This design comes from an exercise in tuning for small area, a short achievable clock period and few clock cycles on the open sky130 flow, not from production work.
Where RTL was checked, it was by simulation tests only, not by an equivalence proof against the original.

run A:
==> flow/design.v <==
module rtb_arith (
    input  wire        clk,
    input  wire        rst,
    input  wire        in_valid,
    output wire        in_ready,
    input  wire [1:0]  op,
    input  wire [31:0] a,
    input  wire [31:0] b,
    output wire        out_valid,
    output wire [31:0] result,
    output wire        fits
);
    reg        rdy, ov, fit_q;
    reg        s_div, s_mul, s_post, first;
    reg        is_f, neg;
    reg [4:0]  cnt;
    reg [31:0] d;
    reg [31:0] r;
    reg [31:0] q;
    assign in_ready  = rdy;
    assign out_valid = ov;
    assign result    = q;
    assign fits      = fit_q;
    wire [33:0] w   = {r, q[31:30]};
    wire [35:0] x   = {{2{s_mul & w[33]}}, w};
    wire [35:0] t1  = x - {4'b0000, d};
    wire [35:0] t2  = x - {3'b000, d, 1'b0};
    wire [35:0] c3s = x ^ {4'b1111, ~d} ^ {3'b111, ~d, 1'b1};
    wire [35:0] c3c = (x & {4'b1111, ~d}) | (x & {3'b111, ~d, 1'b1})
                    | ({4'b1111, ~d} & {3'b111, ~d, 1'b1});
    wire [36:0] t3c = {c3s, 1'b1} + {c3c[34:0], 1'b1, 1'b1};    
    wire [35:0] t3  = t3c[36:1];
    wire        g1  = ~t1[35];
    wire        g2  = ~t2[35];
    wire        g3  = ~t3[35];
    wire [1:0]  qd  = {g2, g3 | (g1 & ~g2)};
    wire        s3  = s_mul ? (q[1:0] == 2'd3) : g3;
    wire        s2  = s_mul ? (q[1:0] == 2'd2) : (g2 & ~g3);
    wire        s1  = s_mul ? (q[1:0] == 2'd1) : (g1 & ~g2);
    wire        s0  = s_mul ? (q[1:0] == 2'd0) : ~g1;
    wire [35:0] ts  = ({36{s3}} & t3) | ({36{s2}} & t2) | ({36{s1}} & t1) | ({36{s0}} & x);
    wire skip16 = s_div & ~is_f & first & (q[31:16] < d[15:0]);
    wire        exact = (r[15:0] + 16'd1) == d[15:0];
    wire [31:0] qneg  = ~q + {31'd0, ~exact};
    wire        last = (cnt == 5'd1);
    wire        fitin = (a[31:27] == 5'd0) && ({a[26:0], 5'd0} < b);
    reg [31:0] q_e, r_e;       
    always @* begin
        q_e = {q[15:0], 16'd0};
        r_e = {16'd0, q[31:16]};
        if (rdy) begin
            case (op)
                2'd0: begin q_e = 32'd0;        r_e = {a[26:0], 5'd0}; end
                2'd1: begin q_e = {8'b11000000, a[23:0]}; r_e = 32'hFBFF_FFFF; end
                2'd2: begin q_e = a ^ {32{a[31]}}; r_e = 32'd0; end
                default: begin q_e = 32'd0;     r_e = 32'd0; end
            endcase
        end else if (s_post) begin
            q_e = qneg;
            r_e = 32'd0;
        end
    end
    wire        step = ~rdy & ~s_post & ~skip16;
    wire [31:0] r_n  = ~step ? r_e : s_mul ? ts[35:4] : ts[31:0];
    wire [31:0] q_n  = ~step ? q_e
                     : (s_mul & last) ? ~{{3{ts[35]}}, ts[35:7]}
                     : s_mul ? {ts[3:2], 2'b00, q[29:2]}
                     : {q[29:0], qd};
    always @(posedge clk) begin
        q  <= q_n;
        r  <= r_n;
        if (rst) begin
            rdy    <= 1'b1;
            ov     <= 1'b0;
            s_div  <= 1'b0;
            s_mul  <= 1'b0;
            s_post <= 1'b0;
        end else begin
            ov <= 1'b0;
            if (rdy && in_valid) begin
                rdy   <= 1'b0;
                fit_q <= 1'b0;
                first <= 1'b1;
                is_f  <= (op == 2'd0);
                neg   <= 1'b0;
                case (op)
                    2'd0: begin
                        d   <= b;
                        cnt <= 5'd12;
                        if (fitin)
                            s_div <= 1'b1;
                        else begin
                            rdy <= 1'b1;
                            ov  <= 1'b1;
                        end
                    end
                    2'd1: begin
                        d     <= b;
                        cnt   <= 5'd12;
                        s_mul <= 1'b1;
                    end
                    2'd2: begin
                        d   <= {16'd0, b[15:0]};
                        neg <= a[31];
                        cnt <= 5'd16;
                        s_div <= 1'b1;
                    end
                    default: begin
                        rdy <= 1'b1;
                        ov  <= 1'b1;
                    end
                endcase
            end
            if (s_div) begin
                cnt   <= cnt - 5'd1;
                first <= 1'b0;
                if (skip16) begin
                    cnt <= 5'd8;
                end else if (last) begin
                    s_div <= 1'b0;
                    fit_q <= is_f;
                    if (neg)
                        s_post <= 1'b1;
                    else begin
                        rdy <= 1'b1;
                        ov  <= 1'b1;
                    end
                end
            end
            if (s_post) begin
                s_post <= 1'b0;
                rdy    <= 1'b1;
                ov     <= 1'b1;
            end
            if (s_mul) begin
                cnt <= cnt - 5'd1;
                if (last) begin
                    s_mul <= 1'b0;
                    rdy   <= 1'b1;
                    ov    <= 1'b1;
                end
            end
        end
    end
endmodule
clock: 10.0 ns
lec_check: 0
cap_margin: 20
core_margin: 2
core_utilization: 55
place_density: 0.7
slew_margin: 20
standard.sh (not shown) runs the stock make flow with config.mk's settings and CLKGATE_MAP_FILE= SYNTH_SCRIPT=/design/flow/synth_recipe.tcl, a recipe that flattens the netlist after the stock synthesis.
==> flow/flow/run.sh <==
#!/bin/bash
set -euo pipefail
export SETUP_SLACK_MARGIN=6.5
export TNS_END_PERCENT=0
export BUFFER_PORTS_ARGS="-buffer_cell sky130_fd_sc_hd__buf_2"
bash standard.sh > standard.log 2>&1
diff inputs: run A => run B
--- a/flow/design.v
+++ b/flow/design.v
@@ -10,10 +10,11 @@
     output wire [31:0] result,
     output wire        fits
 );
     reg        rdy, ov, fit_q;
-    reg        s_div, s_mul, s_post, first;
+    reg        s_div, s_mul, s_pre, s_post, first;
     reg        is_f, neg;
+    reg        big;         
     reg [4:0]  cnt;
     reg [31:0] d;
     reg [31:0] r;
     reg [31:0] q;
@@ -38,43 +39,44 @@
     wire        s2  = s_mul ? (q[1:0] == 2'd2) : (g2 & ~g3);
     wire        s1  = s_mul ? (q[1:0] == 2'd1) : (g1 & ~g2);
     wire        s0  = s_mul ? (q[1:0] == 2'd0) : ~g1;
     wire [35:0] ts  = ({36{s3}} & t3) | ({36{s2}} & t2) | ({36{s1}} & t1) | ({36{s0}} & x);
+    wire        qb  = g1;    
     wire skip16 = s_div & ~is_f & first & (q[31:16] < d[15:0]);
-    wire        exact = (r[15:0] + 16'd1) == d[15:0];
-    wire [31:0] qneg  = ~q + {31'd0, ~exact};
+    wire [31:0] qneg = ~q + 32'd1;
     wire        last = (cnt == 5'd1);
-    wire        fitin = (a[31:27] == 5'd0) && ({a[26:0], 5'd0} < b);
+    wire        nofit = is_f & first & (qb | big);
     reg [31:0] q_e, r_e;       
     always @* begin
         q_e = {q[15:0], 16'd0};
         r_e = {16'd0, q[31:16]};
         if (rdy) begin
             case (op)
-                2'd0: begin q_e = 32'd0;        r_e = {a[26:0], 5'd0}; end
+                2'd0: begin q_e = 32'd0;        r_e = {2'b00, a[26:0], 3'd0}; end
                 2'd1: begin q_e = {8'b11000000, a[23:0]}; r_e = 32'hFBFF_FFFF; end
-                2'd2: begin q_e = a ^ {32{a[31]}}; r_e = 32'd0; end
+                2'd2: begin q_e = a;            r_e = 32'd0; end
                 default: begin q_e = 32'd0;     r_e = 32'd0; end
             endcase
-        end else if (s_post) begin
+        end else if (s_pre | s_post) begin
             q_e = qneg;
             r_e = 32'd0;
         end
     end
-    wire        step = ~rdy & ~s_post & ~skip16;
+    wire        step = ~rdy & ~s_pre & ~s_post & ~skip16;
     wire [31:0] r_n  = ~step ? r_e : s_mul ? ts[35:4] : ts[31:0];
     wire [31:0] q_n  = ~step ? q_e
                      : (s_mul & last) ? ~{{3{ts[35]}}, ts[35:7]}
                      : s_mul ? {ts[3:2], 2'b00, q[29:2]}
-                     : {q[29:0], qd};
+                     : {q[29:0], qd & ~{2{nofit}}};
     always @(posedge clk) begin
         q  <= q_n;
         r  <= r_n;
         if (rst) begin
             rdy    <= 1'b1;
             ov     <= 1'b0;
             s_div  <= 1'b0;
             s_mul  <= 1'b0;
+            s_pre  <= 1'b0;
             s_post <= 1'b0;
         end else begin
             ov <= 1'b0;
             if (rdy && in_valid) begin
@@ -82,18 +84,14 @@
                 fit_q <= 1'b0;
                 first <= 1'b1;
                 is_f  <= (op == 2'd0);
                 neg   <= 1'b0;
+                big   <= |a[31:27];
                 case (op)
                     2'd0: begin
                         d   <= b;
-                        cnt <= 5'd12;
-                        if (fitin)
-                            s_div <= 1'b1;
-                        else begin
-                            rdy <= 1'b1;
-                            ov  <= 1'b1;
-                        end
+                        cnt <= 5'd13;
+                        s_div <= 1'b1;
                     end
                     2'd1: begin
                         d     <= b;
                         cnt   <= 5'd12;
@@ -102,21 +100,30 @@
                     2'd2: begin
                         d   <= {16'd0, b[15:0]};
                         neg <= a[31];
                         cnt <= 5'd16;
-                        s_div <= 1'b1;
+                        if (a[31]) s_pre <= 1'b1;
+                        else       s_div <= 1'b1;
                     end
                     default: begin
                         rdy <= 1'b1;
                         ov  <= 1'b1;
                     end
                 endcase
             end
+            if (s_pre) begin
+                s_pre <= 1'b0;
+                s_div <= 1'b1;
+            end
             if (s_div) begin
                 cnt   <= cnt - 5'd1;
                 first <= 1'b0;
                 if (skip16) begin
                     cnt <= 5'd8;
+                end else if (nofit) begin
+                    s_div <= 1'b0;
+                    rdy   <= 1'b1;
+                    ov    <= 1'b1;
                 end else if (last) begin
                     s_div <= 1'b0;
                     fit_q <= is_f;
                     if (neg)
==> comparison <==
- The flow did not stop early for run B: all stages ran, and the layout cleared the timing, design-rule and antenna checks.
- On run B: wire length of the first global-routing pass is 6.9 mm lower than what run A gave.
- In the flow results for run A and run B, the least setup slack across all paths after layout is smaller on run A.
- On adder-cell area share of the yosys netlist: run B sits below run A.
- Per the comparison of run B with run A, number of cells in the design after placement shrank by 228; violation count after the first detailed-routing iteration shrank by 8.3%.
- Run B against run A: clock skew moved up, layout inverter count without the clock tree now sits lower.
Testbench counts of run B, summed over its fixed seeds: cycles 34,385.
No functional check of the RTL was part of run A.

-- separate check: timing with driven ports --
In the flow no input, the clock included, has a driving cell. The finished layouts below were timed again as built, in two steps.
Step 1, drivers: a clkbuf_16 drives clk and a buf_2 each remaining input, both assumed.
Step 2 adds t to the input delays and takes it off the output delays; t is the mean of the earliest and latest rising clock arrival at the registers after step 1. Input paths then give back, and output paths get back, about the clock's delay inside the block.
a / b / c = ideal ports / drivers / drivers and shift; a / b = the first two.
| run | shift t [ns] | setup WS [ns] | worst hold slack (ns) |
|---|---|---|---|
| run A | 0.408 | 5.574 / 5.574 / 5.200 | 0.548 / 0.548 / 0.548 |
| run B | 0.415 | 5.786 / 5.786 / 5.786 | 0.523 / 0.523 / 0.523 |
After both steps every run listed still meets setup and hold. For run A, which loses most, drivers alone change the setup slack by 0.000 ns; drivers and shift together by -0.374 ns.
